This is an optimization exercise on Yosys and OpenROAD, whose aim is small area, not a production implementation. Where RTL was checked, it was by simulation tests only, not by an equivalence proof against the original. No functional check of the RTL was part of run 2. No activity file was given, so power comes from the tool's default toggle rates.

$ cat flow/run.sh
#!/bin/bash
# synth_recipe.tcl (not shown) runs the flow's synth.tcl, then flattens the netlist and writes it again
# the make line also repeats each setting of config.mk as NAME=value (left out here)
make -C /OpenROAD-flow-scripts/flow DESIGN_CONFIG=/design/flow/config.mk WORK_HOME=/design/flow/orfs CLKGATE_MAP_FILE= SYNTH_SCRIPT=/design/flow/synth_recipe.tcl finish
$ cat flow/config.mk
export PLATFORM = sky130hd
export DESIGN_NAME = copycat_core
export DESIGN_NICKNAME = copycat_core
export VERILOG_FILES = /design/flow/design.v
export SDC_FILE = /design/flow/constraint.sdc
export NUM_CORES = 4
export LEC_CHECK = 0
export CAP_MARGIN = 20
export CORE_MARGIN = 2
export CORE_UTILIZATION = 40
export SLEW_MARGIN = 20
$ cat flow/design.v
module copycat_core (
    input  wire       clk,
    input  wire       rst,         
    input  wire [2:0] in_raw,      
    output reg        out_sig,
    output reg        out_stat,
    output wire [7:0] nvm_addr,
    output wire [7:0] nvm_wdata,
    input  wire [7:0] nvm_rdata,
    output wire       nvm_rd,
    output wire       nvm_wr,
    input  wire       nvm_ready,
    output wire       wdt_kick
);
    localparam [4:0] CTL_TICK       = 5'h00;
    localparam [4:0] CTL_TRIG       = 5'h01;
    localparam [4:0] REC_ARM        = 5'h02;
    localparam [4:0] REC_WAIT_REL   = 5'h03;
    localparam [4:0] REC_WAIT_PRESS = 5'h04;
    localparam [4:0] REC_SYNC       = 5'h05;
    localparam [4:0] REC_CHECK      = 5'h06;
    localparam [4:0] REC_WRITE      = 5'h07;
    localparam [4:0] REC_FINAL      = 5'h08;
    localparam [4:0] REC_DONE       = 5'h09;
    localparam [4:0] PB_CLEAR       = 5'h0a;
    localparam [4:0] PB_LEN         = 5'h0b;
    localparam [4:0] PB_SYNC        = 5'h0c;
    localparam [4:0] PB_LOAD        = 5'h0d;
    localparam [4:0] PB_DONE        = 5'h0e;
    localparam [4:0] REC_BIT0       = 5'h10;
    localparam [4:0] PB_BIT0        = 5'h18;
    reg [3:0] tick_cnt;
    reg [2:0] prev_raw;
    reg [2:0] deb;
    reg       tick_flag;
    reg [4:0] s;
    reg [9:0] hold;
    reg [3:0] led;
    reg [7:0] shreg;
    reg [7:0] len;
    reg [7:0] idx;
    wire d_prog = deb[0];
    wire d_act  = deb[1];
    wire d_trig = deb[2];
    wire bitst   = s[4];
    wire pb_bit  = s[4] & s[3];
    wire last_bit = s[2:0] == 3'd7;
    assign nvm_rd   = (s == PB_LEN) || (s == PB_LOAD);
    assign nvm_wr   = (s == REC_WRITE) || (s == REC_FINAL);
    assign wdt_kick = (s == CTL_TICK) || (s == REC_WAIT_REL) ||
                      (s == REC_WAIT_PRESS) || bitst;
    assign nvm_addr  = idx;
    assign nvm_wdata = (s == REC_FINAL) ? len : shreg;
    wire tick = &tick_cnt;
    wire restart_tick = (s == REC_SYNC) || (s == PB_SYNC);
    always @(posedge clk) begin
        if (rst) begin
            tick_cnt <= 4'd0;
            prev_raw <= 3'b111;
            deb      <= 3'b000;
        end else begin
            tick_cnt <= restart_tick ? 4'd0 : tick_cnt + 4'd1;
            if (tick) begin
                deb      <= ~(in_raw | prev_raw);
                prev_raw <= in_raw;
            end
        end
    end
    wire consume = tick_flag && ((s == CTL_TICK) || bitst);
    always @(posedge clk) begin
        if (rst)
            tick_flag <= 1'b0;
        else if (tick)
            tick_flag <= 1'b1;
        else if (consume)
            tick_flag <= 1'b0;
    end
    always @(posedge clk) begin
        if (rst) begin
            s        <= CTL_TICK;
            hold     <= 10'd0;
            led      <= 4'd0;
            out_sig  <= 1'b0;
            out_stat <= 1'b0;
        end else begin
            if (bitst) begin
                if (tick_flag) begin
                    out_sig  <= pb_bit ? shreg[7] : d_act;
                    out_stat <= pb_bit ? shreg[7] : d_act;
                    shreg    <= {shreg[6:0], d_act & ~pb_bit};
                    s <= s + 5'd1;
                    if (last_bit) begin
                        if (!pb_bit)
                            s <= REC_WRITE;
                        else if (idx == len)
                            s <= PB_DONE;
                        else begin
                            idx <= idx + 8'd1;
                            s   <= PB_LOAD;
                        end
                    end
                end
            end else
            case (s)
                CTL_TICK: begin
                    s <= CTL_TRIG;
                    if (tick_flag) begin
                        if (led == 4'd10) begin
                            out_stat <= ~out_stat;
                            led      <= 4'd0;
                        end else
                            led <= led + 4'd1;
                        if (d_prog) begin
                            if (hold == 10'd999) begin
                                hold <= 10'd0;
                                s    <= REC_ARM;
                            end else
                                hold <= hold + 10'd1;
                        end else
                            hold <= 10'd0;
                    end
                end
                CTL_TRIG: s <= (d_act || d_trig) ? PB_CLEAR : CTL_TICK;
                REC_ARM: begin
                    out_sig  <= 1'b0;
                    out_stat <= 1'b1;
                    idx      <= 8'd0;
                    s        <= REC_WAIT_REL;
                end
                REC_WAIT_REL:   if (!d_prog) s <= REC_WAIT_PRESS;
                REC_WAIT_PRESS: if (d_prog)  s <= REC_SYNC;
                REC_SYNC: begin
                    len <= 8'd0;
                    idx <= 8'd1;
                    s   <= REC_CHECK;
                end
                REC_CHECK: begin
                    if (d_prog && (idx != 8'd0))
                        s <= REC_BIT0;
                    else begin
                        idx <= 8'd0;
                        s   <= REC_FINAL;
                    end
                end
                REC_WRITE: if (nvm_ready) begin
                    len <= idx;
                    idx <= idx + 8'd1;
                    s   <= REC_CHECK;
                end
                REC_FINAL: if (nvm_ready) s <= REC_DONE;
                REC_DONE: begin
                    out_sig  <= 1'b0;
                    out_stat <= 1'b0;
                    s        <= CTL_TRIG;
                end
                PB_CLEAR: begin
                    out_sig  <= 1'b0;
                    out_stat <= 1'b0;
                    idx      <= 8'd0;
                    s        <= PB_LEN;
                end
                PB_LEN: if (nvm_ready) begin
                    len <= nvm_rdata;
                    s   <= (nvm_rdata == 8'd0) ? CTL_TICK : PB_SYNC;
                end
                PB_SYNC: begin
                    idx <= 8'd1;
                    s   <= PB_LOAD;
                end
                PB_LOAD: if (nvm_ready) begin
                    shreg <= nvm_rdata;
                    s     <= PB_BIT0;
                end
                PB_DONE: begin
                    out_sig  <= 1'b0;
                    out_stat <= 1'b0;
                    s        <= CTL_TICK;
                end
                default: s <= CTL_TICK;
            endcase
        end
    end
endmodule
$ cat flow/constraint.sdc
create_clock -name core_clock -period 10.0 [get_ports {clk}]
set_input_delay 2.0000 -clock core_clock [delete_from_list [all_inputs] [get_ports {clk}]]
set_output_delay 2.0000 -clock core_clock [all_outputs]
set_load 0.01 [all_outputs]
==> impl_summary.txt, run 1 <==
----------------------------------------------------
[Logic synthesis]
  Library cell occupying the most area in the post-synthesis netlist ... edfxtp_1
  Xor and xnor area share after synthesis ... 7.406%
  Async set or reset register ratio after synthesis ... 0%
  Share of the yosys chip area belonging to registers ... 41.32%
  Top cells by area in the synthesized netlist ... edfxtp_1 (22%), dfxtp_1 (19%), mux2_2 (5.5%), nor2_1 (4.6%), xnor2_1 (4.5%)
  Number of register bits inferred by synthesis ... 56
  Multiplexer fraction of the synthesized cell area ... 5.773%
  Fraction of the mapped netlist area in compound gates ... 14.62%
  Fraction of the mapped netlist area in simple logic gates ... 22.56%
  Post-synth EDFFs ... 24
  Synthesized instance count ... 352
  Yosys Warn Count ... 1
  Mean cell area of the mapped netlist ... 9.359 sq um
  Syn Std Cell Area ... 3294 sq um
  Adder and majority cell fraction of the synthesized area ... 3.038%
  Net count after synthesis ... 374
  Largest family of logic cells by synthesized area ... simple AND/OR/NAND/NOR gates
  Yosys top cell area share ... 21.88%
  Primary FF master, synth ... dfxtp_1
  Number of unique standard cell types used by synthesis ... 59

[Finish]
  NumNets Final ... 393
  Leading cell type in the layout, fill and taps excluded ... nor2_1
  Number of antenna cells inserted ... 0
  Cell area after layout ... 3777 sq um
  Most frequent cells in the layout ... nor2_1 (40), clkdlybuf4s50_1 (34), dfxtp_1 (32)
  Area grow syn2layout ... 14.66%
  Layout cells sized above 1 ... 11.29%
  # fillers ... 811

[Clock tree]
  TritonCTS clock tree ... done
  CTS Root Cell ... clkbuf_8
  Number of sinks driven by the clock tree ... 56
  Source-to-sink clock delay at the later pin of the worst-skew pair ... 0.32 ns
  H-tree levels ... 2
  Total of cells resized after clock tree synthesis ... 0
  TritonCTS buffer count ... 5
  Post CTS Setup Buffer Count ... 0
  Clock transition time at the flip-flop clock pins of the worst setup and hold paths ... 0.10 ns
  Hold buffers post-CTS ... 0
  Maximum buffer depth of the clock tree ... 2

[Critical path]
  Critical path required time ... 8.00 ns
  Crit Path Max Fanout ... 10
  CP Launch Type ... register
  Cell breakdown of the critical path ... inv_1 > ha_1 > nor2b_1 > and3_1 > mux2_2 > clkdlybuf4s50_1
  Category of the critical setup timing path ... register to primary output
  Category of the worst setup path capture point ... primary output
  CP arrival ... 2.73 ns
  Delay contributed by the slowest stage of the critical path ... 0.48 ns
  Crit path max-delay cell type ... clkdlybuf4s50_1

[Global route]
  Congestion Overflow GR ... 0
  Number of antenna violations at the first check in global routing ... 0
  Total Routing Usage GR ... 17.48%
  First-pass GRT wire length ... 12,360 um
  Vias in the first global route ... 2,439
  Pin count of the biggest net entering global routing ... 38

[STA]
  Fmax ... 211.2 MHz
  Final setup fails ... 0
  Pins over their slew limit ... 0
  Worst slew margin relative to its limit ... 39.28%
  Setup repair after global routing missed its margin ... no
  Fin Hold WS ... 0.4512 ns
  Post-route setup TNS ... 0 ns
  Clock Skew ... 0.005733 ns
  Final critical-path share of the clock period ... 47.34%
  Final-report hold violation count ... 0
  Slew of the pin with the lowest slew margin ... 0.9096 ns
  Final critical path time including I/O delays and setup ... 4.734 ns

[Die]
  Number of placement rows ... 33
  Core Area ... 8093 sq um
  Die Y ... 94.75 um
  Horizontal die dimension ... 94.75 um
  Total die area ... 8978 sq um
  Starting utilization of the core area ... 40.71%
  Number of placed I/O pins ... 35

[Flow run]
  MaxCap Viol Count ... 0

[Drt]
  # DRC ... 0
  Via count of the routed design ... 2,618
  Routed vias/inst ... 5.488
  Avg WL per Cell ... 16.00 um
  First-pass iteration count of the detailed router ... 4
  Wire length reported by the detailed router ... 7631 um
  Final antenna-violating net count ... 0
  DRT iter0 DRCs ... 196

[Status]
  Run status ... timing/DRC/antenna clean

[Placement]
  Final GP Congestion ... 0.8412
  Total of buffers placed on input and output ports ... 34
  Post-Place Cell Area ... 3671 sq um
  HPWL reported at the end of detailed placement ... 5468 um

[Pwr]
  Max VDD drop ... 0.08264 mV
  Cell leakage power ... 1.271 nW
  Cell area power density ... 174.1 nW/um^2

[Worst hold path]
  Min-Delay Path Class ... register to register

----------------------------------------------------
==> layout make-up <==
cell class	count	area, sq um	area share [%]
Multi-Input combinational cell	257	1760	46.60
Timing Repair Buffer	37	362.8	9.606
Clock buffer	7	97.59	2.584
Clock inverter	1	8.758	0.2319
Tap cell	105	131.4	3.478
Sequential cell	56	1361	36.04
Inverter	14	55.05	1.457
==> report_power, final <==
| group | internal [mW] | switching (mW) | leakage (nW) | total, mW |
|---|---|---|---|---|
| Clock | 0.0659 | 0.0794 | 0.0540 | 0.145 |
| Sequential | 0.255 | 0.0341 | 0.484 | 0.289 |
| Combinational | 0.109 | 0.114 | 0.732 | 0.224 |
| Total | 0.430 | 0.228 | 1.27 | 0.658 |
==> stage by stage <==
stage / worst slack (ns) / std cells / power [mW] / util, %
after detailed placement: 5.635 / 469 / 0.5148 / 45.36
after CTS: 5.273 / 477 / 0.6594 / 46.68
after global routing: 5.104 / 477 / 0.6981 / 46.68
after global placement: 5.737 / 469 / 0.5135 / 45.36
after floorplan: 6.029 / 352 / 0.4515 / -
final: 5.266 / 477 / 0.6576 / 46.68
==> synthesized netlist by cell type (all sizes together), types with 6 or more instances <==
master,count
nand4,6
dfxtp,32
xor2,9
nand3,13
nor2,40
xnor2,18
buf,13
edfxtp,24
ha,8
clkbuf,12
a21oi,20
or2,6
o21ai,8
and2,6
nand2,18
nor2b,10
inv,14
mux2,16
nor3,12
a22o,8
==> layer usage <==
| metal | track usage [%] | part of all wire [%] | vias up | wire [um] |
|---|---|---|---|---|
| met5 | 0 | 0 | - | 0 |
| met4 | 5.193 | 1.4 | 0 | 108 |
| met3 | 3.113 | 5.5 | 8 | 423 |
| met2 | 28.49 | 46 | 59 | 3481 |
| met1 | 23.71 | 47 | 1243 | 3618 |
| li1 | - | - | 1308 | - |
==> cell families after synthesis <==
family	count (synthesis)
AOI/OAI and AO/OA	69
xor gates and xnor gates	27
muxes	17
DFF	56
buffers and inverters	39
adders and majority gates	8
and+or+nand+nor	136
==> registers in the layout, summed over array words and instances, names as in the netlist <==
name / count
out_sig: 1
deb: 3
led: 4
idx: 8
tick_flag: 1
prev_raw: 3
shreg: 8
len: 8
out_stat: 1
tick_cnt: 4
s: 5
hold: 10
==> final timing paths <==
path,from,to,slack (ns),cells past startpoint
worst min register to register,tick_cnt[0]$_SDFF_PP0_,tick_cnt[0]$_SDFF_PP0_,0.45,1
worst max register to register,s[3]$_SDFFE_PP0P_,idx[0]$_DFFE_PP_,7.38,5
worst max-delay path,s[0]$_SDFFE_PP0P_,nvm_wdata[6],5.27,6
worst min-delay path,tick_cnt[0]$_SDFF_PP0_,tick_cnt[0]$_SDFF_PP0_,0.45,1
==> worst max-delay path: cells and delay by family, from the launching register on <==
family	cells	cell delay, ns
flops	1	0.35
mux	1	0.39
buf+inv	2	0.60
simple gates	2	0.69
fa+ha+maj	1	0.37
==> run 2: changes to the inputs <==
--- a/flow/design.v
+++ b/flow/design.v
@@ -51,5 +51,5 @@
                       (s == REC_WAIT_PRESS) || bitst;
     assign nvm_addr  = idx;
-    assign nvm_wdata = (s == REC_FINAL) ? len : shreg;
+    assign nvm_wdata = shreg;
     wire tick = &tick_cnt;
     wire restart_tick = (s == REC_SYNC) || (s == PB_SYNC);
@@ -104,7 +104,8 @@
             case (s)
                 CTL_TICK: begin
+                    idx <= 8'd0;
                     s <= CTL_TRIG;
                     if (tick_flag) begin
-                        if (led == 4'd10) begin
+                        if (led[3] && led[1]) begin
                             out_stat <= ~out_stat;
                             led      <= 4'd0;
@@ -112,5 +113,5 @@
                             led <= led + 4'd1;
                         if (d_prog) begin
-                            if (hold == 10'd999) begin
+                            if (&{hold[9:5], hold[2:0]}) begin
                                 hold <= 10'd0;
                                 s    <= REC_ARM;
@@ -121,31 +122,27 @@
                     end
                 end
-                CTL_TRIG: s <= (d_act || d_trig) ? PB_CLEAR : CTL_TICK;
+                CTL_TRIG: begin
+                    idx <= 8'd0;
+                    s <= (d_act || d_trig) ? PB_CLEAR : CTL_TICK;
+                end
                 REC_ARM: begin
                     out_sig  <= 1'b0;
                     out_stat <= 1'b1;
-                    idx      <= 8'd0;
                     s        <= REC_WAIT_REL;
                 end
                 REC_WAIT_REL:   if (!d_prog) s <= REC_WAIT_PRESS;
                 REC_WAIT_PRESS: if (d_prog)  s <= REC_SYNC;
-                REC_SYNC: begin
-                    len <= 8'd0;
-                    idx <= 8'd1;
-                    s   <= REC_CHECK;
-                end
+                REC_SYNC: s <= REC_CHECK;
                 REC_CHECK: begin
-                    if (d_prog && (idx != 8'd0))
-                        s <= REC_BIT0;
-                    else begin
-                        idx <= 8'd0;
-                        s   <= REC_FINAL;
+                    if (d_prog && !(&idx)) begin
+                        idx <= idx + 8'd1;
+                        s   <= REC_BIT0;
+                    end else begin
+                        shreg <= idx;
+                        idx   <= 8'd0;
+                        s     <= REC_FINAL;
                     end
                 end
-                REC_WRITE: if (nvm_ready) begin
-                    len <= idx;
-                    idx <= idx + 8'd1;
-                    s   <= REC_CHECK;
-                end
+                REC_WRITE: if (nvm_ready) s <= REC_CHECK;
                 REC_FINAL: if (nvm_ready) s <= REC_DONE;
                 REC_DONE: begin
@@ -157,5 +154,4 @@
                     out_sig  <= 1'b0;
                     out_stat <= 1'b0;
-                    idx      <= 8'd0;
                     s        <= PB_LEN;
                 end
@@ -165,5 +161,5 @@
                 end
                 PB_SYNC: begin
-                    idx <= 8'd1;
+                    idx <= idx + 8'd1;
                     s   <= PB_LOAD;
                 end
--- a/flow/config.mk
+++ b/flow/config.mk
@@ -6,4 +6,5 @@
 export NUM_CORES = 4
 export LEC_CHECK = 0
+export ABC_AREA = 1
 export CAP_MARGIN = 20
 export CORE_MARGIN = 2
==> run 2 against run 1 <==
Via count grew 6.9%. Sequential cell count is the same. Non-clock buffer count shrank 2.
==> impl_summary.txt, run 2 <==
----------------------------------------------------
[Status]
  Run status ... timing/DRC/antenna clean

[STA]
  Final critical-path share of the clock period ... 43.67% (-3.7 points)
  Worst slew margin relative to its limit ... 48.21% (+8.9 points)
  Slew of the pin with the lowest slew margin ... 0.7758 ns (-0.1338 ns)
  Fmax ... 229.0 MHz (+8.4%)
  Final critical path time including I/O delays and setup ... 4.367 ns (-0.3673 ns)
  Setup repair after global routing missed its margin ... no
  Pins over their slew limit ... 0 (unchanged)
  Final setup fails ... 0 (unchanged)
  Clock Skew ... 0.01419 ns (+0.008456 ns)
  Post-route setup TNS ... 0 ns (unchanged)
  Final-report hold violation count ... 0 (unchanged)

[Pwr]
  Combinational cell fraction of total power ... 40.0% (+6.0 points)
  Max VDD drop ... 0.1179 mV (+43%)
  Net Switching ... 285.5 uW (+25%)
  Internal power contribution ... 440.8 uW (+2.5%)
  Share of power burned in the clock network ... 18.0% (-4.1 points)
  Cell area power density ... 196.8 nW/um^2 (+13%)
  Portion of total power attributed to sequential cells ... 41.9% (-2.0 points)
  Overall power after layout ... 726.3 uW (+10%)
  Switching power as a share of total power ... 39.31% (+4.7 points)
  Cell leakage power ... 1.483 nW (+17%)

[Global route]
  Total Routing Usage GR ... 18.62% (+1.1 points)
  Number of antenna violations at the first check in global routing ... 0 (unchanged)
  First-pass GRT wire length ... 12,760 um (+3.2%)
  Vias in the first global route ... 2,661 (+9.1%)
  Pin count of the biggest net entering global routing ... 20 (-47%)
  Congestion Overflow GR ... 0 (unchanged)

[Clock tree]
  CTS Root Cell ... clkbuf_8
  TritonCTS clock tree ... done
  H-tree levels ... 2 (unchanged)
  Maximum buffer depth of the clock tree ... 2 (unchanged)
  Post CTS Setup Buffer Count ... 0 (unchanged)
  Number of sinks driven by the clock tree ... 56 (unchanged)
  TritonCTS buffer count ... 5 (unchanged)
  Total of cells resized after clock tree synthesis ... 0 (unchanged)
  Clock transition time at the flip-flop clock pins of the worst setup and hold paths ... 0.11 ns (about the same)
  Hold buffers post-CTS ... 0 (unchanged)
  Source-to-sink clock delay at the later pin of the worst-skew pair ... 0.32 ns (about the same)

[Finish]
  NumNets Final ... 465 (+18%)
  # fillers ... 802 (-1.1%)
  Most frequent cells in the layout ... nand2_1 (93), nor2_1 (57), inv_1 (45)
  Combined area of the multi-input logic cells ... 1555 sq um (-12%)
  Flip-flop count of the largest register, all copies and words added ... 10 (unchanged)
  Number of antenna cells inserted ... 0 (unchanged)
  Register area ... 1361 sq um (unchanged)
  Layout cells sized above 1 ... 7.883% (-3.4 points)
  Leading cell type in the layout, fill and taps excluded ... nand2_1
  Area grow syn2layout ... 16.37%
  Most flop-heavy register ... hold

[Placement]
  Final GP Congestion ... 0.9516 (+13%)
  Total of buffers placed on input and output ports ... 34 (unchanged)
  HPWL reported at the end of detailed placement ... 5905 um (+8.0%)

[Critical path]
  CP Launch Type ... register
  Category of the worst setup path capture point ... primary output
  Delay contributed by the slowest stage of the critical path ... 0.84 ns (+0.36 ns)
  Kind of cell with the highest combined delay on the critical path ... flip-flops
  Cell breakdown of the critical path ... nor2_1 > nand2_1 > nand2_1 > clkdlybuf4s50_1
  Critical path buffers and inverters ... 1 (-1)
  Critical path required time ... 8.00 ns (about the same)
  Crit Path Max Fanout ... 18 (+8)
  Category of the critical setup timing path ... register to primary output
  CP arrival ... 2.37 ns (-0.36 ns)
  Most used cell along the critical path ... nand2_1
  Crit path max-delay cell type ... dfxtp_1

[Drt]
  Final antenna-violating net count ... 0 (unchanged)
  Avg WL per Cell ... 13.85 um (-13%)
  DRT iter0 DRCs ... 209 (+6.6%)
  Via count of the routed design ... 2,799 (+6.9%)
  First-pass iteration count of the detailed router ... 4 (unchanged)
  Wire length reported by the detailed router ... 7564 um (-0.88%)
  Routed vias/inst ... 5.126 (-6.6%)
  # DRC ... 0 (unchanged)

[Die]
  Number of placed I/O pins ... 35 (unchanged)
  Starting utilization of the core area ... 41.26% (+0.55 points)
  Total die area ... 8657 sq um (-3.6%)
  Horizontal die dimension ... 93.05 um (-1.8%)
  Number of placement rows ... 32 (-3.0%)
  Die Y ... 93.05 um (-1.8%)
  Core Area ... 7687 sq um (-5.0%)

[Logic synthesis]
  Net count after synthesis ... 432 (+16%)
  Number of unique standard cell types used by synthesis ... 46 (-22%)
  Yosys top cell area share ... 22.72% (+0.85 points)
  Share of the yosys chip area belonging to registers ... 42.92% (+1.6 points)
  Syn Std Cell Area ... 3172 sq um (-3.7%)
  Synthesized instance count ... 410 (+16%)
  Post-synth EDFFs ... 24 (unchanged)
  Async set or reset register ratio after synthesis ... 0% (unchanged)
  Yosys Warn Count ... 1 (unchanged)
  Number of register bits inferred by synthesis ... 56 (unchanged)
  Mean cell area of the mapped netlist ... 7.736 sq um (-17%)
  Top cells by instance count after synthesis ... nand2_1 (93), nor2_1 (57), inv_1 (45)
  Top cells by area in the synthesized netlist ... edfxtp_1 (23%), dfxtp_1 (20%), nand2_1 (11%), nor2_1 (6.7%), inv_1 (5.3%)
  Library cell occupying the most area in the post-synthesis netlist ... edfxtp_1
  Primary FF master, synth ... dfxtp_1
  Most frequent cell after synthesis ... nand2_1

[Worst hold path]
  Min-Delay Path Class ... register to register

[Flow run]
  MaxCap Viol Count ... 0 (unchanged)

----------------------------------------------------
==> run 2: changes by cell type in the layout (fill, tap and decap cells not counted), sizes merged, moves of 5 or more <==
| cell | before | now |
|---|---|---|
| nor2b | 10 | 0 |
| o21ai | 8 | 21 |
| a22o | 8 | 0 |
| o211ai | 0 | 6 |
| nor2 | 40 | 64 |
| inv | 15 | 51 |
| mux2 | 16 | 0 |
| nand3 | 13 | 32 |
| nand2 | 18 | 100 |
| xor2 | 9 | 2 |
| or2 | 6 | 1 |
| and2 | 6 | 0 |
| xnor2 | 18 | 7 |
==> run 2: kinds of logic after synthesis <==
family                     share of synthesized area, %
AOI/OAI and AO/OA                                 12.51
xor gates and xnor gates                          2.485
adders and majority gates                         3.156
buffers and inverters                             8.205
DFF                                               42.92
and+or+nand+nor                                   30.73
==> run 2: worst min-delay path, delay by kind of cell (launching register included) <==
family        cells  cell delay (ns)
simple gates      2             0.11
flops             1             0.32
==> run 2: through the flow <==
step / instances / area, sq um / util [%] / worst slack, ns / hold WS [ns]
after floorplan: 410 / 3172 / - / 6.631 / 0.4176
after global placement: 538 / 3590 / 46.70 / 5.404 / 0.4316
after detailed placement: 538 / 3590 / 46.70 / 5.274 / 0.4348
after CTS: 546 / 3686 / 47.95 / 5.630 / 0.4590
after global routing: 546 / 3691 / 48.01 / 5.500 / 0.4979
final: 546 / 3691 / 48.01 / 5.633 / 0.4566
==> run 2: layout make-up <==
type	instances	share of cell area (%)
Clock buffer	5	1.864
Clock inverter	3	0.7458
Inverter	50	5.492
Multi-Input combinational cell	295	42.14
Sequential cell	56	36.88
Tap cell	102	3.458
Timing Repair Buffer	35	9.424
==> run 2: power by group through the flow <==
stage	Combinational, mW	Clock (mW)	Sequential, mW
after global placement	0.290	0	0.311
after detailed placement	0.289	0	0.310
final	0.291	0.131	0.304
after CTS	0.291	0.137	0.305
after global routing	0.325	0.146	0.309
after floorplan	0.201	0	0.303
==> run 2: path summary, 6_finish.rpt <==
path | startpoint | endpoint | slack [ns] | cells past startpoint
min reg2reg | prev_raw[1]$_SDFFE_PP1P_ | prev_raw[1]$_SDFFE_PP1P_ | 0.46 | 2
max | s[4]$_SDFF_PP0_ | nvm_rd | 5.63 | 4
max reg2reg | idx[0]$_DFFE_PP_ | shreg[6]$_DFFE_PP_ | 7.70 | 7
min | prev_raw[1]$_SDFFE_PP1P_ | prev_raw[1]$_SDFFE_PP1P_ | 0.46 | 2
==> run 2: routing by layer <==
metal | track usage, % | wire, um
met3 | 3.062 | 392
met5 | 0 | 0
met4 | 4.902 | 112
met1 | 24.01 | 3502
met2 | 32.43 | 3556
==> run 3: changes to the inputs <==
--- a/flow/design.v
+++ b/flow/design.v
@@ -107,15 +107,15 @@
                     s <= CTL_TRIG;
                     if (tick_flag) begin
-                        if (led[3] && led[1]) begin
+                        if (led[2:0] == 3'b010) begin
                             out_stat <= ~out_stat;
                             led      <= 4'd0;
                         end else
-                            led <= led + 4'd1;
+                            led <= {led[2:0], ~(led[3] ^ led[2])};
                         if (d_prog) begin
-                            if (&{hold[9:5], hold[2:0]}) begin
+                            if (hold == 10'b1010110010) begin
                                 hold <= 10'd0;
                                 s    <= REC_ARM;
                             end else
-                                hold <= hold + 10'd1;
+                                hold <= {hold[8:0], ~(hold[9] ^ hold[6])};
                         end else
                             hold <= 10'd0;
--- a/flow/config.mk
+++ b/flow/config.mk
@@ -6,7 +6,9 @@
 export NUM_CORES = 4
 export LEC_CHECK = 0
-export ABC_AREA = 1
 export CAP_MARGIN = 20
 export CORE_MARGIN = 2
 export CORE_UTILIZATION = 40
+export CTS_BUF_LIST = sky130_fd_sc_hd__clkbuf_16
+export CTS_CLUSTER_DIAMETER = 300
+export CTS_CLUSTER_SIZE = 60
 export SLEW_MARGIN = 20
==> run 3 against run 2 <==
Still clean. Register-to-register slack got worse by 0.53 ns. Worst setup slack improved by 0.14 ns. Sequential cell count did not move. Routed wire length fell by 11%. Critical path depth fell by 1. Final cell count fell by 17%. Non-clock buffer count rose by 2. Largest cell class unchanged.
==> impl_summary.txt, run 3 <==
----------------------------------------------------
[STA]
  Worst slew margin relative to its limit ... 41.45% (-6.8 points)
  Final Worst Setup Slack ... 5.774 ns (+0.1410 ns)
  Final critical-path share of the clock period ... 42.26% (-1.4 points)
  Final setup fails ... 0 (unchanged)
  Pins over their slew limit ... 0 (unchanged)
  Post-route setup TNS ... 0 ns (unchanged)
  Final critical path time including I/O delays and setup ... 4.226 ns (-0.1410 ns)
  Clock Skew ... 0.008050 ns (-0.006138 ns)
  Fin Hold WS ... 0.4563 ns (-0.0003150 ns)
  Setup repair after global routing missed its margin ... no
  Slew of the pin with the lowest slew margin ... 0.8770 ns (+0.1012 ns)
  Fmax ... 236.6 MHz (+3.3%)
  Final-report hold violation count ... 0 (unchanged)

[Pwr]
  Net Switching ... 111.1 uW (-61%)
  Cell area power density ... 144.8 nW/um^2 (-26%)
  Portion of total power attributed to sequential cells ... 49.6% (+7.7 points)
  Max VDD drop ... 0.06720 mV (-43%)
  Internal power contribution ... 400.0 uW (-9.3%)
  Combinational cell fraction of total power ... 9.5% (-31 points)
  Cell leakage power ... 1.304 nW (-12%)
  Switching power as a share of total power ... 21.74% (-18 points)
  Share of power burned in the clock network ... 40.9% (+23 points)

[Global route]
  Congestion Overflow GR ... 0 (unchanged)
  Pin count of the biggest net entering global routing ... 35 (+75%)
  Number of antenna violations at the first check in global routing ... 0 (unchanged)
  Total Routing Usage GR ... 16.96% (-1.7 points)
  First-pass GRT wire length ... 11,060 um (-13%)
  Vias in the first global route ... 2,210 (-17%)

[Die]
  Number of placed I/O pins ... 35 (unchanged)
  Core Area ... 7176 sq um (-6.7%)
  Die Y ... 89.83 um (-3.5%)
  Starting utilization of the core area ... 41.06% (-0.20 points)
  Number of placement rows ... 31 (-3.1%)
  Horizontal die dimension ... 89.83 um (-3.5%)
  Total die area ... 8069 sq um (-6.8%)

[Critical path]
  Worst reg-to-reg setup slack ... 7.17 ns (-0.53 ns)
  R2R Path Start ... s[2]$_SDFFE_PP0P_
  Termination of the worst setup path ... nvm_rd
  Crit Path Max Fanout ... 24 (+6)
  First element of the critical path ... s[3]$_SDFFE_PP0P_
  CP arrival ... 2.23 ns (-0.14 ns)
  Destination of the worst register-to-register timing path ... shreg[0]$_DFFE_PP_
  Category of the worst setup path capture point ... primary output
  Path depth of the worst reg2reg path ... 4 (-3)
  CP Launch Type ... register
  Category of the critical setup timing path ... register to primary output
  Critical path required time ... 8.00 ns (about the same)

[Drt]
  First-pass iteration count of the detailed router ... 4 (unchanged)
  Routed vias/inst ... 5.369 (+4.7%)
  Via count of the routed design ... 2,427 (-13%)
  Avg WL per Cell ... 14.82 um (+7.0%)
  Wire length reported by the detailed router ... 6699 um (-11%)
  DRT iter0 DRCs ... 204 (-2.4%)
  # DRC ... 0 (unchanged)
  Final antenna-violating net count ... 0 (unchanged)

[Clock tree]
  Clock transition time at the flip-flop clock pins of the worst setup and hold paths ... 0.07 ns (-0.04 ns)
  Total of cells resized after clock tree synthesis ... 0 (unchanged)
  CTS Root Cell ... clkbuf_16
  Source-to-sink clock delay at the later pin of the worst-skew pair ... 0.29 ns (-0.03 ns)
  Post CTS Setup Buffer Count ... 0 (unchanged)
  Hold buffers post-CTS ... 0 (unchanged)
  Maximum buffer depth of the clock tree ... 2 (unchanged)
  TritonCTS buffer count ... 5 (unchanged)
  H-tree levels ... 2 (unchanged)
  TritonCTS clock tree ... done
  Number of sinks driven by the clock tree ... 56 (unchanged)

[Finish]
  Combined area of the multi-input logic cells ... 1456 sq um (-6.4%)
  Flip-flop count of the largest register, all copies and words added ... 10 (unchanged)
  Most flop-heavy register ... hold
  Area grow syn2layout ... 19.79%
  Number of antenna cells inserted ... 0 (unchanged)
  Layout Utilization ... 49.19% (+1.2 points)
  Layout cells sized above 1 ... 4.249% (-3.6 points)
  Leading cell type in the layout, fill and taps excluded ... nor2_1
  Register area ... 1361 sq um (unchanged)
  Most frequent cells in the layout ... nor2_1 (45), nand2_1 (34), clkdlybuf4s50_1 (34)
  Cell area after layout ... 3530 sq um (-4.4%)
  # fillers ... 679 (-15%)
  NumNets Final ... 372 (-20%)

[Placement]
  HPWL reported at the end of detailed placement ... 4787 um (-19%)
  Post-placement setup slack ... 6.119 ns (+0.8451 ns)
  Total of buffers placed on input and output ports ... 34 (unchanged)
  Post-Place Cell Area ... 3346 sq um (-6.8%)
  Final GP Congestion ... 0.8921 (-6.3%)

[Logic synthesis]
  Yosys top cell area share ... 24.46% (+1.7 points)
  Mean cell area of the mapped netlist ... 8.983 sq um (+16%)
  Primary FF master, synth ... dfxtp_1
  Number of register bits inferred by synthesis ... 56 (unchanged)
  Most frequent cell after synthesis ... nor2_1
  Number of unique standard cell types used by synthesis ... 46 (unchanged)
  Top cells by area in the synthesized netlist ... edfxtp_1 (24%), dfxtp_1 (22%), nor2_1 (5.7%), a21oi_1 (4.4%), nand2_1 (4.3%)
  Synthesized instance count ... 328 (-20%)
  Net count after synthesis ... 348 (-19%)
  Post-synth EDFFs ... 24 (unchanged)
  Share of the yosys chip area belonging to registers ... 46.20% (+3.3 points)
  Top cells by instance count after synthesis ... nor2_1 (45), nand2_1 (34), dfxtp_1 (32)
  Async set or reset register ratio after synthesis ... 0% (unchanged)
  Yosys Warn Count ... 1 (unchanged)
  Library cell occupying the most area in the post-synthesis netlist ... edfxtp_1
  Syn Std Cell Area ... 2947 sq um (-7.1%)

[Flow run]
  MaxCap Viol Count ... 0 (unchanged)

[Status]
  Run status ... timing/DRC/antenna clean

[Worst hold path]
  Min-Delay Path Class ... register to register

----------------------------------------------------
## run 3: cell count changes after synthesis, moves of 5 or more
cell,delta
a21oi_1,+6
a22oi_1,+5
a311oi_1,+5
clkbuf_1,+10
inv_1,-34
mux2i_1,+12
nand2_1,-59
nand3_1,-18
nor2_1,-12
nor2_2,-5
xor2_1,+12
## run 3: cell families after synthesis
kind of cell               share of synthesized area, %
and+or+nand+nor                                   22.08
buffers and inverters                             4.374
AOI/OAI and AO/OA                                 15.07
DFF                                               46.20
xor gates and xnor gates                          5.648
muxes                                             4.077
adders and majority gates                         2.548
## run 3: how the worst min path moves through the flow
stage | from | to | slack [ns] | cells after the start
after CTS | tick_cnt[0]$_SDFF_PP0_ | tick_cnt[0]$_SDFF_PP0_ | 0.45 | 1
after global placement | tick_cnt[0]$_SDFF_PP0_ | tick_cnt[0]$_SDFF_PP0_ | 0.44 | 1
after floorplan | tick_cnt[0]$_SDFF_PP0_ | tick_cnt[0]$_SDFF_PP0_ | 0.42 | 1
final | tick_cnt[0]$_SDFF_PP0_ | tick_cnt[0]$_SDFF_PP0_ | 0.46 | 1
after global routing | hold[1]$_SDFFE_PP0P_ | hold[1]$_SDFFE_PP0P_ | 0.49 | 2
after detailed placement | tick_cnt[0]$_SDFF_PP0_ | tick_cnt[0]$_SDFF_PP0_ | 0.44 | 1
## run 3: layout make-up
type                       count  share of cell area, %
tap                           99                  3.509
inverter                      11                  1.170
timing repair buffer          37                  10.28
clock buffer                   6                  4.254
sequential                    56                  38.57
multi-input combinational    241                  41.26
clock inverter                 2                 0.9571
## run 3: worst max-delay path, cell delays in order (launching register included)
cell and delay (ns):
dfxtp_1 0.87, nand2_1 0.23, a21oi_1 0.25, clkdlybuf4s50_1 0.58
## run 3: layer usage
layer / up-vias / wire (um) / GRT usage [%] / part of all wire (%)
met5: - / 0 / 0 / 0
met4: 0 / 112 / 5.385 / 1.7
met3: 10 / 397 / 4.191 / 5.9
met2: 74 / 3077 / 26.89 / 46
met1: 1126 / 3111 / 22.94 / 46
li1: 1217 / - / - / -
## run 3: power by group through the flow
stage | Combinational (mW) | Clock, mW | Sequential, mW
finish | 0.0483 | 0.209 | 0.254
global route | 0.0536 | 0.224 | 0.255
CTS | 0.0486 | 0.214 | 0.254
detailed placement | 0.0484 | 0 | 0.259
global placement | 0.0480 | 0 | 0.259
floorplan | 0.0288 | 0 | 0.256
## run 3: per-stage QoR
stage               cells  total power, mW
finish                452           0.5111
global route          452           0.5320
CTS                   452           0.5162
detailed placement    444           0.3073
global placement      444           0.3068
floorplan             328           0.2848
==> run 4: changes to the inputs <==
==> flow/flow/run.sh (new file) <==
#!/bin/bash
# Standard layout, with the port buffers made of the smallest buffer cell.
set -euo pipefail
export BUFFER_PORTS_ARGS="-buffer_cell sky130_fd_sc_hd__buf_1"
bash standard.sh > standard.log 2>&1
==> flow/standard.sh (new file) <==
#!/bin/bash
# synth_recipe.tcl (not shown) runs the flow's synth.tcl, then flattens the netlist and writes it again
# the make line also repeats each setting of config.mk as NAME=value (left out here)
make -C /OpenROAD-flow-scripts/flow DESIGN_CONFIG=/design/flow/config.mk WORK_HOME=/design/flow/orfs CLKGATE_MAP_FILE= SYNTH_SCRIPT=/design/flow/synth_recipe.tcl "${@:-finish}"
--- a/flow/config.mk
+++ b/flow/config.mk
@@ -9,6 +9,3 @@
 export CORE_MARGIN = 2
 export CORE_UTILIZATION = 40
-export CTS_BUF_LIST = sky130_fd_sc_hd__clkbuf_16
-export CTS_CLUSTER_DIAMETER = 300
-export CTS_CLUSTER_SIZE = 60
 export SLEW_MARGIN = 20
removed: flow/run.sh
==> run 4 against run 3 <==
Critical path depth increased by 1. Die area is the same. Design area down 8.6%. Final cell count did not move. Sequential cell count unchanged. Worst setup slack improved by 0.37 ns. Register-to-register slack lost 0.02 ns. Critical path type unchanged. Critical endpoint is now nvm_wr.
==> impl_summary.txt, run 4 <==
----------------------------------------------------
[Status]
  Run status ... timing/DRC/antenna clean

[Global route]
  Congestion Overflow GR ... 0 (unchanged)
  Pin count of the biggest net entering global routing ... 35 (unchanged)
  Vias in the first global route ... 2,286 (+3.4%)
  Number of antenna violations at the first check in global routing ... 0 (unchanged)
  First-pass GRT wire length ... 11,140 um (+0.69%)
  Total Routing Usage GR ... 16.82% (-0.13 points)

[Logic synthesis]
  Yosys top cell area share ... 24.46% (unchanged)
  Post-synth EDFFs ... 24 (unchanged)
  Primary FF master, synth ... dfxtp_1
  Synthesized instance count ... 328 (unchanged)
  Share of the yosys chip area belonging to registers ... 46.20% (unchanged)
  Net count after synthesis ... 348 (unchanged)
  Most frequent cell after synthesis ... nor2_1
  Mean cell area of the mapped netlist ... 8.983 sq um (unchanged)
  Async set or reset register ratio after synthesis ... 0% (unchanged)
  Fraction of the mapped netlist area in compound gates ... 15.07% (unchanged)
  Top cells by area in the synthesized netlist ... edfxtp_1 (24%), dfxtp_1 (22%), nor2_1 (5.7%), a21oi_1 (4.4%), nand2_1 (4.3%)
  Adder and majority cell fraction of the synthesized area ... 2.548% (unchanged)
  Number of register bits inferred by synthesis ... 56 (unchanged)
  Fraction of the mapped netlist area in simple logic gates ... 22.08% (unchanged)
  Top cells by instance count after synthesis ... nor2_1 (45), nand2_1 (34), dfxtp_1 (32)
  Library cell occupying the most area in the post-synthesis netlist ... edfxtp_1
  Number of unique standard cell types used by synthesis ... 46 (unchanged)
  Xor and xnor area share after synthesis ... 5.648% (unchanged)
  Syn Std Cell Area ... 2947 sq um (unchanged)
  Largest family of logic cells by synthesized area ... simple AND/OR/NAND/NOR gates
  Multiplexer fraction of the synthesized cell area ... 4.076% (unchanged)
  Yosys Warn Count ... 1 (unchanged)

[Clock tree]
  Source-to-sink clock delay at the later pin of the worst-skew pair ... 0.31 ns (+0.02 ns)
  Maximum buffer depth of the clock tree ... 2 (unchanged)
  Post CTS Setup Buffer Count ... 0 (unchanged)
  TritonCTS buffer count ... 5 (unchanged)
  Number of sinks driven by the clock tree ... 56 (unchanged)
  H-tree levels ... 2 (unchanged)
  Hold buffers post-CTS ... 0 (unchanged)
  Clock transition time at the flip-flop clock pins of the worst setup and hold paths ... 0.10 ns (+0.03 ns)
  Total of cells resized after clock tree synthesis ... 0 (unchanged)
  TritonCTS clock tree ... done
  CTS Root Cell ... clkbuf_8

[Worst hold path]
  Min-Delay Path Class ... register to register
  Worst hold endpoint ... tick_cnt[0]$_SDFF_PP0_
  Startpoint of the most critical hold path ... tick_cnt[0]$_SDFF_PP0_
  Hold path depth ... 1 (unchanged)

[Die]
  Core Area ... 7176 sq um (unchanged)
  Horizontal die dimension ... 89.83 um (unchanged)
  Die Y ... 89.83 um (unchanged)
  Starting utilization of the core area ... 41.06% (unchanged)
  Total die area ... 8069 sq um (unchanged)
  Number of placed I/O pins ... 35 (unchanged)
  Number of placement rows ... 31 (unchanged)

[STA]
  Fmax ... 259.4 MHz (+9.6%)
  Final setup fails ... 0 (unchanged)
  Final critical path time including I/O delays and setup ... 3.854 ns (-0.3718 ns)
  Worst slew margin relative to its limit ... 40.81% (-0.64 points)
  Clock Skew ... 0.006975 ns (-0.001075 ns)
  Setup repair after global routing missed its margin ... no
  Final-report hold violation count ... 0 (unchanged)
  Final critical-path share of the clock period ... 38.54% (-3.7 points)
  Slew of the pin with the lowest slew margin ... 0.8866 ns (+0.009627 ns)
  Post-route setup TNS ... 0 ns (unchanged)
  Pins over their slew limit ... 0 (unchanged)

[Critical path]
  Crit Path Max Fanout ... 28 (+17%)
  Critical path required time ... 8.00 ns (about the same)
  Kind of cell with the highest combined delay on the critical path ... flip-flops
  Destination of the worst register-to-register timing path ... shreg[7]$_DFFE_PP_
  CP arrival ... 1.85 ns (-0.38 ns)
  R2R Path Start ... s[2]$_SDFFE_PP0P_
  Category of the worst setup path capture point ... primary output
  First element of the critical path ... s[2]$_SDFFE_PP0P_
  Depth of the critical timing path with buffers and inverters included ... 4 (+1)
  CP Launch Type ... register
  Worst reg-to-reg setup slack ... 7.15 ns (-0.02 ns)
  Delay contributed by the slowest stage of the critical path ... 0.91 ns (+0.04 ns)
  Critical path buffers and inverters ... 1 (unchanged)
  Crit path max-delay cell type ... dfxtp_1
  Path depth of the worst reg2reg path ... 4 (unchanged)
  Cell breakdown of the critical path ... nor2b_1 > a21oi_1 > nor2_1 > buf_1
  Category of the critical setup timing path ... register to primary output

[Drt]
  Avg WL per Cell ... 14.95 um (+0.88%)
  Routed vias/inst ... 5.334 (-0.66%)
  # DRC ... 0 (unchanged)
  Wire length reported by the detailed router ... 6758 um (+0.88%)
  DRT iter0 DRCs ... 158 (-23%)
  First-pass iteration count of the detailed router ... 4 (unchanged)
  Final antenna-violating net count ... 0 (unchanged)
  Via count of the routed design ... 2,411 (-0.66%)

[Finish]
  Flip-flop count of the largest register, all copies and words added ... 10 (unchanged)
  Final cell count without fillers ... 452 (unchanged)
  Number of antenna cells inserted ... 0 (unchanged)
  Most frequent cells in the layout ... nor2_1 (45), nand2_1 (34), buf_1 (34)
  Area grow syn2layout ... 9.469%
  Layout cells sized above 1 ... 4.533% (+0.28 points)
  Most flop-heavy register ... hold
  NumNets Final ... 372 (unchanged)
  Leading cell type in the layout, fill and taps excluded ... nor2_1

[Pwr]
  Cell leakage power ... 1.172 nW (-10%)
  Max VDD drop ... 0.07873 mV (+17%)
  Cell area power density ... 130.1 nW/um^2 (-10%)

[Placement]
  HPWL reported at the end of detailed placement ... 4861 um (+1.6%)
  Final GP Congestion ... 0.8582 (-3.8%)
  Total of buffers placed on input and output ports ... 34 (unchanged)
  Number of cells in the design after placement ... 444 (unchanged)

[Flow run]
  MaxCap Viol Count ... 0 (unchanged)

----------------------------------------------------
-- run 4: cell counts after synthesis --
Identical to the previous run, type by type.
-- run 4: through the flow --
step | utilization (%) | power [mW] | instance area (sq um) | hold WS, ns | setup WS (ns)
2_1_floorplan | - | 0.2848 | 2947 | 0.4176 | 6.501
3_3_place_gp | 43.66 | 0.2988 | 3133 | 0.4327 | 6.517
3_5_place_dp | 43.66 | 0.2998 | 3133 | 0.4391 | 6.465
4_1_cts | 44.95 | 0.4253 | 3226 | 0.4577 | 6.163
5_1_grt | 44.95 | 0.4395 | 3226 | 0.4712 | 6.016
6_report | 44.95 | 0.4196 | 3226 | 0.4551 | 6.146
-- run 4: cell families (layout without fill, tap and decap cells) --
family	Yosys count	after routing
AOI/OAI and AO/OA	71	71
xor gates and xnor gates	19	19
adders and majority gates	6	6
buffers and inverters	31	56
DFF	56	56
muxes	12	12
and+or+nand+nor	133	133
-- run 4: power breakdown --
| group | leakage, nW | internal, mW | switching [mW] | total (mW) |
|---|---|---|---|---|
| combinational | 0.638 | 0.0157 | 0.0250 | 0.0407 |
| sequential | 0.483 | 0.244 | 0.00976 | 0.254 |
| clock | 0.0510 | 0.0554 | 0.0697 | 0.125 |
| total | 1.17 | 0.315 | 0.104 | 0.420 |
-- run 4: worst max-delay path by stage --
| stage | endpoint | slack (ns) |
|---|---|---|
| after global routing | wdt_kick | 6.02 |
| after CTS | nvm_wr | 6.16 |
| after floorplan | len[0]$_DFFE_PP_ | 6.50 |
| after global placement | shreg[3]$_DFFE_PP_ | 6.52 |
| final | nvm_wr | 6.15 |
| after detailed placement | shreg[4]$_DFFE_PP_ | 6.47 |
-- run 4: per-layer routing --
layer	global-route usage, %	wire length (um)
met5	0	0
met4	6.795	159
met3	3.604	370
met2	26.83	3048
met1	22.36	3180
-- run 4: area by class of cell --
type	count	area, sq um
Clock buffer	6	82.58
Clock inverter	2	10.01
Fill cell	718	3950
Inverter	11	41.29
Multi-Input combinational cell	241	1456
Sequential cell	56	1361
Tap cell	99	123.9
Timing Repair Buffer	37	150.1
==> run 5: changes to the inputs <==
==> flow/flow/run.sh (replaced) <==
#!/bin/bash
# Own layout flow: the standard synthesis, its combinational logic re-mapped
# for area by ABC (registers untouched), then the standard layout with the
# smallest buffer cell on the ports and the clock tree options in flow/cts_args.txt.
set -euo pipefail
R=orfs/results/${FLOW_PLATFORM}/copycat_core/base
LIB=${FLOW_HOME}/platforms/${FLOW_PLATFORM}/lib/sky130_fd_sc_hd__tt_025C_1v80.lib
YOSYS=${FLOW_HOME}/../tools/install/yosys/bin/yosys
[[ -x $YOSYS ]] || YOSYS=yosys

bash standard.sh synth > 1_standard_synth.log 2>&1
cp $R/1_2_yosys.v standard_netlist.v
sed -e "s#LIBFILE#${LIB}#g" -e "s#TOPNAME#${FLOW_TOP}#g" flow/resynth.ys > resynth_run.ys
$YOSYS -s resynth_run.ys > 2_resynth.log 2>&1
cp resynth_netlist.v $R/1_2_yosys.v
touch $R/1_2_yosys.v

export BUFFER_PORTS_ARGS="-buffer_cell sky130_fd_sc_hd__buf_1"
export CTS_ARGS="$(cat flow/cts_args.txt)"
bash standard.sh > 3_standard_layout.log 2>&1
==> flow/flow/cts_args.txt (new file) <==
-sink_clustering_enable -repair_clock_nets -buf_list sky130_fd_sc_hd__clkbuf_8 -dont_use_dummy_load
==> flow/flow/resynth.abc (new file) <==
strash
&get -n
&st
&dch -f
&nf -a -p -R 1000
&put
strash
&get -n
&st
&dch -f
&nf -a -p -R 1000
&put
strash
&get -n
&st
&dch -f
&nf -a -p -R 1000
&put
strash
&get -n
&st
&dch -f
&nf -a -p -R 1000
&put
strash
&get -n
&st
&dch -f
&nf -a -p -R 1000
&put
==> flow/flow/resynth.ys (new file) <==
# Re-map the combinational logic of the standard synthesis for area.
# The registers stay the standard synthesis's cells, with their names.
read_liberty -ignore_miss_func LIBFILE
read_verilog standard_netlist.v
hierarchy -top TOPNAME
blackbox sky130_fd_sc_hd__*df* sky130_fd_sc_hd__*dl* sky130_fd_sc_hd__conb_1
flatten
opt -purge
abc -liberty LIBFILE -dont_use sky130_fd_sc_hd__lpflow_bleeder_1 -dont_use sky130_fd_sc_hd__lpflow_clkbufkapwr_1 -dont_use sky130_fd_sc_hd__lpflow_clkbufkapwr_16 -dont_use sky130_fd_sc_hd__lpflow_clkbufkapwr_2 -dont_use sky130_fd_sc_hd__lpflow_clkbufkapwr_4 -dont_use sky130_fd_sc_hd__lpflow_clkbufkapwr_8 -dont_use sky130_fd_sc_hd__lpflow_clkinvkapwr_1 -dont_use sky130_fd_sc_hd__lpflow_clkinvkapwr_16 -dont_use sky130_fd_sc_hd__lpflow_clkinvkapwr_2 -dont_use sky130_fd_sc_hd__lpflow_clkinvkapwr_4 -dont_use sky130_fd_sc_hd__lpflow_clkinvkapwr_8 -dont_use sky130_fd_sc_hd__lpflow_decapkapwr_12 -dont_use sky130_fd_sc_hd__lpflow_decapkapwr_3 -dont_use sky130_fd_sc_hd__lpflow_decapkapwr_4 -dont_use sky130_fd_sc_hd__lpflow_decapkapwr_6 -dont_use sky130_fd_sc_hd__lpflow_decapkapwr_8 -dont_use sky130_fd_sc_hd__lpflow_inputiso0n_1 -dont_use sky130_fd_sc_hd__lpflow_inputiso0p_1 -dont_use sky130_fd_sc_hd__lpflow_inputiso1n_1 -dont_use sky130_fd_sc_hd__lpflow_inputiso1p_1 -dont_use sky130_fd_sc_hd__lpflow_inputisolatch_1 -dont_use sky130_fd_sc_hd__lpflow_isobufsrc_1 -dont_use sky130_fd_sc_hd__lpflow_isobufsrc_16 -dont_use sky130_fd_sc_hd__lpflow_isobufsrc_2 -dont_use sky130_fd_sc_hd__lpflow_isobufsrc_4 -dont_use sky130_fd_sc_hd__lpflow_isobufsrc_8 -dont_use sky130_fd_sc_hd__lpflow_isobufsrckapwr_16 -dont_use sky130_fd_sc_hd__lpflow_lsbuf_lh_hl_isowell_tap_1 -dont_use sky130_fd_sc_hd__lpflow_lsbuf_lh_hl_isowell_tap_2 -dont_use sky130_fd_sc_hd__lpflow_lsbuf_lh_hl_isowell_tap_4 -dont_use sky130_fd_sc_hd__lpflow_lsbuf_lh_isowell_4 -dont_use sky130_fd_sc_hd__lpflow_lsbuf_lh_isowell_tap_1 -dont_use sky130_fd_sc_hd__lpflow_lsbuf_lh_isowell_tap_2 -dont_use sky130_fd_sc_hd__lpflow_lsbuf_lh_isowell_tap_4 -dont_use sky130_fd_sc_hd__probe_p_8 -dont_use sky130_fd_sc_hd__probec_p_8  -script flow/resynth.abc
opt_clean -purge
rename -hide w:*.*
opt_clean -purge
stat -liberty LIBFILE
write_verilog -noattr -nohex -nodec resynth_netlist.v
--- a/flow/config.mk
+++ b/flow/config.mk
@@ -8,4 +8,5 @@
 export CAP_MARGIN = 20
 export CORE_MARGIN = 2
-export CORE_UTILIZATION = 40
+export CORE_UTILIZATION = 70
+export PLACE_DENSITY = 0.85
 export SLEW_MARGIN = 20
==> run 5 against run 4 <==
Sequential cell count stayed put. Final cell count is 18% lower. Sequential power is 28% higher. Largest cell class is now registers. Clock power is 14% lower. Synthesized cell count is 14% lower. Register-to-register slack better by 0.05 ns. Die area is 47% lower. Critical path type unchanged. Design area is 10% lower. Worst setup slack worse by 0.55 ns. Critical path depth stayed put. Clock skew is 0.015 ns higher. Critical endpoint is now nvm_rd. Combinational power grew to 4.3 times the previous value.
==> impl_summary.txt, run 5 <==
----------------------------------------------------
[STA]
  Post-route setup TNS ... 0 ns (unchanged)
  Slew of the pin with the lowest slew margin ... 1.007 ns (+0.1205 ns)
  Setup repair after global routing missed its margin ... no
  Fmax ... 226.9 MHz (-13%)
  Final critical-path share of the clock period ... 44.07% (+5.5 points)
  Final setup fails ... 0 (unchanged)
  Worst slew margin relative to its limit ... 32.76% (-8.0 points)
  Pins over their slew limit ... 0 (unchanged)
  Clock Skew ... 0.02224 ns (+0.01526 ns)
  Final Worst Setup Slack ... 5.593 ns (-0.5529 ns)
  Final critical path time including I/O delays and setup ... 4.407 ns (+0.5529 ns)
  Final-report hold violation count ... 0 (unchanged)

[Drt]
  Final antenna-violating net count ... 0 (unchanged)
  Via count of the routed design ... 2,396 (-0.62%)
  # DRC ... 0 (unchanged)
  Routed vias/inst ... 6.441 (+21%)
  Wire length reported by the detailed router ... 6130 um (-9.3%)
  Avg WL per Cell ... 16.48 um (+10%)
  DRT iter0 DRCs ... 457 (+190%)
  First-pass iteration count of the detailed router ... 7 (+3)

[Critical path]
  Crit Path Max Fanout ... 18 (-36%)
  Depth of the critical timing path with buffers and inverters included ... 4 (unchanged)
  Delay contributed by the slowest stage of the critical path ... 0.84 ns (-0.07 ns)
  Path depth of the worst reg2reg path ... 7 (+3)
  Category of the critical setup timing path ... register to primary output
  CP arrival ... 2.41 ns (+0.56 ns)
  Category of the worst setup path capture point ... primary output
  Crit path max-delay cell type ... nor3_1
  Critical path buffers and inverters ... 1 (unchanged)
  Cell breakdown of the critical path ... nand2_1 > nor3_1 > nand2b_1 > buf_1
  Kind of cell with the highest combined delay on the critical path ... simple AND/OR/NAND/NOR gates
  CP Launch Type ... register
  Critical path required time ... 8.00 ns (about the same)

[Clock tree]
  TritonCTS buffer count ... 5 (unchanged)
  Total of cells resized after clock tree synthesis ... 0 (unchanged)
  Number of sinks driven by the clock tree ... 56 (unchanged)
  Clock transition time at the flip-flop clock pins of the worst setup and hold paths ... 0.09 ns (about the same)
  Hold buffers post-CTS ... 0 (unchanged)
  Post CTS Setup Buffer Count ... 0 (unchanged)
  Source-to-sink clock delay at the later pin of the worst-skew pair ... 0.31 ns (about the same)
  Maximum buffer depth of the clock tree ... 2 (unchanged)
  TritonCTS clock tree ... done
  CTS Root Cell ... clkbuf_8
  H-tree levels ... 2 (unchanged)

[Die]
  Die Y ... 65.21 um (-27%)
  Total die area ... 4252 sq um (-47%)
  Starting utilization of the core area ... 72.18% (+31 points)
  Horizontal die dimension ... 65.21 um (-27%)
  Number of placement rows ... 22 (-29%)
  Core Area ... 3633 sq um (-49%)
  Number of placed I/O pins ... 35 (unchanged)

[Finish]
  Layout cells sized above 1 ... 2.469% (-2.1 points)
  Layout Utilization ... 79.79% (+35 points)
  Final cell count without fillers ... 372 (-18%)
  Combined area of the multi-input logic cells ... 1240 sq um (-15%)
  NumNets Final ... 340 (-8.6%)
  Area grow syn2layout ... 10.54%
  Most frequent cells in the layout ... nor2_1 (48), buf_1 (34), dfxtp_1 (32)
  Most flop-heavy register ... hold
  Number of antenna cells inserted ... 0 (unchanged)
  Leading cell type in the layout, fill and taps excluded ... nor2_1
  # fillers ... 265 (-63%)
  Flip-flop count of the largest register, all copies and words added ... 10 (unchanged)
  Register area ... 1361 sq um (unchanged)

[Pwr]
  Max VDD drop ... 0.1438 mV (+83%)
  Combinational cell fraction of total power ... 28.9% (+19 points)
  Share of power burned in the clock network ... 17.6% (-12 points)
  Cell area power density ... 210.3 nW/um^2 (+62%)
  Net Switching ... 223.9 uW (+110%)
  Portion of total power attributed to sequential cells ... 53.5% (-7.0 points)
  Switching power as a share of total power ... 36.73% (+12 points)
  Cell leakage power ... 1.005 nW (-14%)
  Internal power contribution ... 385.8 uW (+22%)

[Worst hold path]
  Min-Delay Path Class ... register to register
  Hold path depth ... 2 (+1)

[Global route]
  Pin count of the biggest net entering global routing ... 33 (-5.7%)
  Congestion Overflow GR ... 0 (unchanged)
  Vias in the first global route ... 2,056 (-10%)
  Total Routing Usage GR ... 30.95% (+14 points)
  Number of antenna violations at the first check in global routing ... 0 (unchanged)
  First-pass GRT wire length ... 9956 um (-11%)

[Logic synthesis]
  Synthesized instance count ... 283 (-14%)
  Net count after synthesis ... 297 (-15%)
  Syn Std Cell Area ... 2623 sq um (-11%)
  Mean cell area of the mapped netlist ... 9.267 sq um (+3.2%)
  Yosys Warn Count ... 1 (unchanged)

[Placement]
  Final GP Congestion ... 0.8722 (+1.6%)
  HPWL reported at the end of detailed placement ... 4554 um (-6.3%)
  Total of buffers placed on input and output ports ... 34 (unchanged)
  Post-placement setup slack ... 5.958 ns (-0.5078 ns)
  Number of cells in the design after placement ... 367 (-17%)

[Status]
  Run status ... timing/DRC/antenna clean

[Flow run]
  MaxCap Viol Count ... 0 (unchanged)

----------------------------------------------------
## run 5: cell count changes in the layout (fill, tap and decap cells not counted), sizes merged, moves of 9 or more
cell	before	now
nor3	11	24
nand2	34	23
o21ai	15	5
mux2i	12	3
inv	11	0
## run 5: cell type report
cell class | instances | share of cell area, %
sequential | 56 | 46.96
clock buffer | 5 | 2.374
timing repair buffer | 36 | 4.920
multi-input combinational | 220 | 42.77
inverter | 7 | 0.9063
tap | 48 | 2.072
## run 5: worst register-to-register path, delay by kind of cell, from the launching register on
family / cells / cell delay, ns
AO/OA/AOI/OAI: 3 / 0.72
AND/OR/NAND/NOR: 4 / 0.94
flip-flops: 1 / 1.00
## run 5: path summary, 6_finish.rpt
kind                             from                  end  slack (ns)
setup reg to reg      s[4]$_SDFF_PP0_    s[3]$_SDFFE_PP0P_        7.20
hold / removal    led[1]$_SDFFE_PP0P_  led[1]$_SDFFE_PP0P_        0.48
setup / recovery    s[3]$_SDFFE_PP0P_               nvm_rd        5.59
hold reg to reg   led[1]$_SDFFE_PP0P_  led[1]$_SDFFE_PP0P_        0.48
## run 5: per-layer routing
layer	up-vias	wire length [um]	part of all wire, %	GRT usage, %
met5	-	0	0	0
met4	0	181	3.0	12.76
met3	20	526	8.6	5.822
met2	139	2953	48	50.77
met1	1097	2468	40	40.50
li1	1140	-	-	-
## run 5: stage by stage
step	instance area (sq um)	hold WS [ns]	total power, mW
after global placement	2825	0.4474	0.5030
after floorplan	2623	0.4332	0.4415
final	2899	0.4764	0.6097
after detailed placement	2825	0.4734	0.5048
after CTS	2894	0.4839	0.6085
after global routing	2899	0.5009	0.6465
## run 5: power groups by stage
stage / Clock [mW] / Combinational [mW] / Sequential (mW)
3_3_place_gp: 0 / 0.175 / 0.328
5_1_grt: 0.116 / 0.199 / 0.331
6_report: 0.107 / 0.176 / 0.326
4_1_cts: 0.109 / 0.175 / 0.325
3_5_place_dp: 0 / 0.175 / 0.330
2_1_floorplan: 0 / 0.122 / 0.320
==> run 6: changes to the inputs <==
--- a/flow/flow/run.sh
+++ b/flow/flow/run.sh
@@ -2,5 +2,5 @@
 # Own layout flow: the standard synthesis, its combinational logic re-mapped
 # for area by ABC (registers untouched), then the standard layout with the
-# smallest buffer cell on the ports and the clock tree options in flow/cts_args.txt.
+# smallest buffer cell on the ports and a clock tree of clkbuf_8 cells.
 set -euo pipefail
 R=orfs/results/${FLOW_PLATFORM}/copycat_core/base
@@ -17,4 +17,4 @@
 
 export BUFFER_PORTS_ARGS="-buffer_cell sky130_fd_sc_hd__buf_1"
-export CTS_ARGS="$(cat flow/cts_args.txt)"
+export CTS_ARGS="-sink_clustering_enable -repair_clock_nets -buf_list sky130_fd_sc_hd__clkbuf_8 -dont_use_dummy_load"
 bash standard.sh > 3_standard_layout.log 2>&1
--- a/flow/config.mk
+++ b/flow/config.mk
@@ -8,5 +8,4 @@
 export CAP_MARGIN = 20
 export CORE_MARGIN = 2
-export CORE_UTILIZATION = 70
-export PLACE_DENSITY = 0.85
+export CORE_UTILIZATION = 40
 export SLEW_MARGIN = 20
removed: flow/flow/cts_args.txt
==> run 6 against run 5 <==
Critical path depth is the same. Register-to-register slack gained 0.16 ns. Maximum frequency is 1.7% higher. Still clean. Worst setup slack better by 0.072 ns. Largest cell class unchanged. Critical endpoint unchanged. Largest power group unchanged. Power rose by 0.56%.
==> impl_summary.txt, run 6 <==
----------------------------------------------------
[Finish]
  Number of antenna cells inserted ... 0 (unchanged)
  Most flop-heavy register ... hold
  # fillers ... 605 (+130%)
  Area grow syn2layout ... 12.21%
  Layout cells sized above 1 ... 2.769% (+0.30 points)
  Most frequent cells in the layout ... nor2_1 (48), buf_1 (34), dfxtp_1 (32)
  Flip-flop count of the largest register, all copies and words added ... 10 (unchanged)
  Combined area of the multi-input logic cells ... 1240 sq um (unchanged)
  Leading cell type in the layout, fill and taps excluded ... nor2_1
  Register area ... 1361 sq um (unchanged)
  NumNets Final ... 341 (+0.29%)
  Final cell count without fillers ... 402 (+8.1%)

[Die]
  Horizontal die dimension ... 84.97 um (+30%)
  Number of placed I/O pins ... 35 (unchanged)
  Total die area ... 7220 sq um (+70%)
  Number of placement rows ... 29 (+32%)
  Die Y ... 84.97 um (+30%)
  Starting utilization of the core area ... 41.30% (-31 points)
  Core Area ... 6350 sq um (+75%)

[Clock tree]
  H-tree levels ... 2 (unchanged)
  CTS Root Cell ... clkbuf_8
  Hold buffers post-CTS ... 0 (unchanged)
  TritonCTS buffer count ... 5 (unchanged)
  Source-to-sink clock delay at the later pin of the worst-skew pair ... 0.30 ns (about the same)
  Post CTS Setup Buffer Count ... 0 (unchanged)
  Number of sinks driven by the clock tree ... 56 (unchanged)
  Maximum buffer depth of the clock tree ... 2 (unchanged)
  Total of cells resized after clock tree synthesis ... 0 (unchanged)
  TritonCTS clock tree ... done
  Clock transition time at the flip-flop clock pins of the worst setup and hold paths ... 0.09 ns (about the same)

[STA]
  Final-report hold violation count ... 0 (unchanged)
  Final critical-path share of the clock period ... 43.35% (-0.72 points)
  Setup repair after global routing missed its margin ... no
  Final setup fails ... 0 (unchanged)
  Worst slew margin relative to its limit ... 36.35% (+3.6 points)
  Pins over their slew limit ... 0 (unchanged)
  Fmax ... 230.7 MHz (+1.7%)
  Post-route setup TNS ... 0 ns (unchanged)
  Slew of the pin with the lowest slew margin ... 0.9475 ns (-0.05966 ns)
  Clock Skew ... 0.008703 ns (-0.01353 ns)
  Final critical path time including I/O delays and setup ... 4.335 ns (-0.07176 ns)
  Fin Hold WS ... 0.4710 ns (-0.005368 ns)

[Pwr]
  Max VDD drop ... 0.1352 mV (-6.0%)
  Portion of total power attributed to sequential cells ... 52.8% (-0.7 points)
  Overall power after layout ... 613.1 uW (+0.56%)
  Net Switching ... 227.2 uW (+1.4%)
  Share of power burned in the clock network ... 18.4% (+0.8 points)
  Switching power as a share of total power ... 37.05% (+0.32 points)
  Cell leakage power ... 1.010 nW (+0.54%)
  Cell area power density ... 208.3 nW/um^2 (-0.94%)
  Internal power contribution ... 385.9 uW (about the same)
  Combinational cell fraction of total power ... 28.8% (about the same)

[Global route]
  Vias in the first global route ... 2,078 (+1.1%)
  Total Routing Usage GR ... 17.18% (-14 points)
  Congestion Overflow GR ... 0 (unchanged)
  First-pass GRT wire length ... 10,090 um (+1.4%)
  Pin count of the biggest net entering global routing ... 33 (unchanged)
  Number of antenna violations at the first check in global routing ... 0 (unchanged)

[Critical path]
  Worst reg-to-reg setup slack ... 7.36 ns (+0.16 ns)
  CP Launch Type ... register
  Destination of the worst register-to-register timing path ... idx[2]$_DFFE_PP_
  Critical path required time ... 8.00 ns (about the same)
  R2R Path Start ... idx[0]$_DFFE_PP_
  CP arrival ... 2.34 ns (-0.07 ns)
  First element of the critical path ... s[3]$_SDFFE_PP0P_
  Category of the worst setup path capture point ... primary output
  Path depth of the worst reg2reg path ... 7 (unchanged)
  Crit Path Max Fanout ... 18 (unchanged)
  Category of the critical setup timing path ... register to primary output

[Drt]
  Sum of met3 wire segment lengths after detailed routing ... 474 um (-9.9%)
  Top routing layer used ... met4
  Final antenna-violating net count ... 0 (unchanged)
  Avg WL per Cell ... 15.41 um (-6.5%)
  Routed vias/inst ... 5.784 (-10%)
  M1 WL ... 2782 um (+13%)
  Detailed route wirelength on metal2 ... 2812 um (-4.8%)
  Via count of the routed design ... 2,325 (-3.0%)
  First-pass iteration count of the detailed router ... 5 (-2)
  DRT iter0 DRCs ... 138 (-70%)
  # DRC ... 0 (unchanged)
  Wire length reported by the detailed router ... 6196 um (+1.1%)

[Worst hold path]
  Worst hold endpoint ... led[1]$_SDFFE_PP0P_
  Startpoint of the most critical hold path ... led[1]$_SDFFE_PP0P_
  Hold path depth ... 2 (unchanged)
  Min-Delay Path Class ... register to register

[Placement]
  Final GP Congestion ... 0.8716 (about the same)
  Number of cells in the design after placement ... 397 (+8.2%)
  Total of buffers placed on input and output ports ... 34 (unchanged)
  HPWL reported at the end of detailed placement ... 4399 um (-3.4%)

[Logic synthesis]
  Yosys Warn Count ... 1 (unchanged)
  Mean cell area of the mapped netlist ... 9.267 sq um (unchanged)
  Net count after synthesis ... 297 (unchanged)
  Syn Std Cell Area ... 2623 sq um (unchanged)
  Synthesized instance count ... 283 (unchanged)

[Flow run]
  MaxCap Viol Count ... 0 (unchanged)

[Status]
  Run status ... timing/DRC/antenna clean

----------------------------------------------------
[run 6: cell types whose count changed in the layout (fill, tap and decap cells not counted), sizes merged]
cell,previous run,this run
buf,36,37
[run 6: final cells by class]
class	instances	area share, %
Timing Repair Buffer	37	5.102
Tap cell	77	3.274
Sequential cell	56	46.26
Inverter	7	0.8929
Clock buffer	5	2.338
Multi-Input combinational cell	220	42.13
[run 6: power groups by stage]
stage | logic [mW] | clock network, mW | registers [mW]
final | 0.176 | 0.113 | 0.324
after global routing | 0.200 | 0.124 | 0.330
after CTS | 0.178 | 0.117 | 0.323
after detailed placement | 0.176 | 0 | 0.329
after global placement | 0.178 | 0 | 0.328
after floorplan | 0.122 | 0 | 0.320
[run 6: how the worst max path moves through the flow]
stage and end:
2_1_floorplan shreg[0]$_DFFE_PP_, 3_3_place_gp nvm_rd, 3_5_place_dp nvm_rd, 4_1_cts nvm_rd
5_1_grt nvm_rd, 6_report nvm_rd
[run 6: through the flow]
| stage | setup WS, ns | instance area, sq um | util, % |
|---|---|---|---|
| 2_1_floorplan | 6.474 | 2623 | - |
| 3_3_place_gp | 6.110 | 2869 | 45.18 |
| 3_5_place_dp | 6.021 | 2869 | 45.18 |
| 4_1_cts | 5.686 | 2938 | 46.27 |
| 5_1_grt | 5.483 | 2943 | 46.34 |
| 6_report | 5.665 | 2943 | 46.34 |
[run 6: layer usage]
metal	global-route usage, %	up-vias
li1	-	1136
met1	23.80	1072
met2	27.13	106
met3	3.113	11
met4	5.916	0
met5	0	-
[run 6: worst max-delay path, cell delays in order, from the launching register on]
cell	delay, ns
dfxtp_1	0.67
nand2_1	0.21
nor3_1	0.81
nand2b_1	0.19
buf_1	0.15

Check on run 6: ideal ports give 5.665 ns setup slack; a clkbuf_16 on the clock port and buf_2 on the inputs give 5.637 ns; moving port delays by the midpoint clock arrival (0.328 ns) as well gives 5.965 ns.
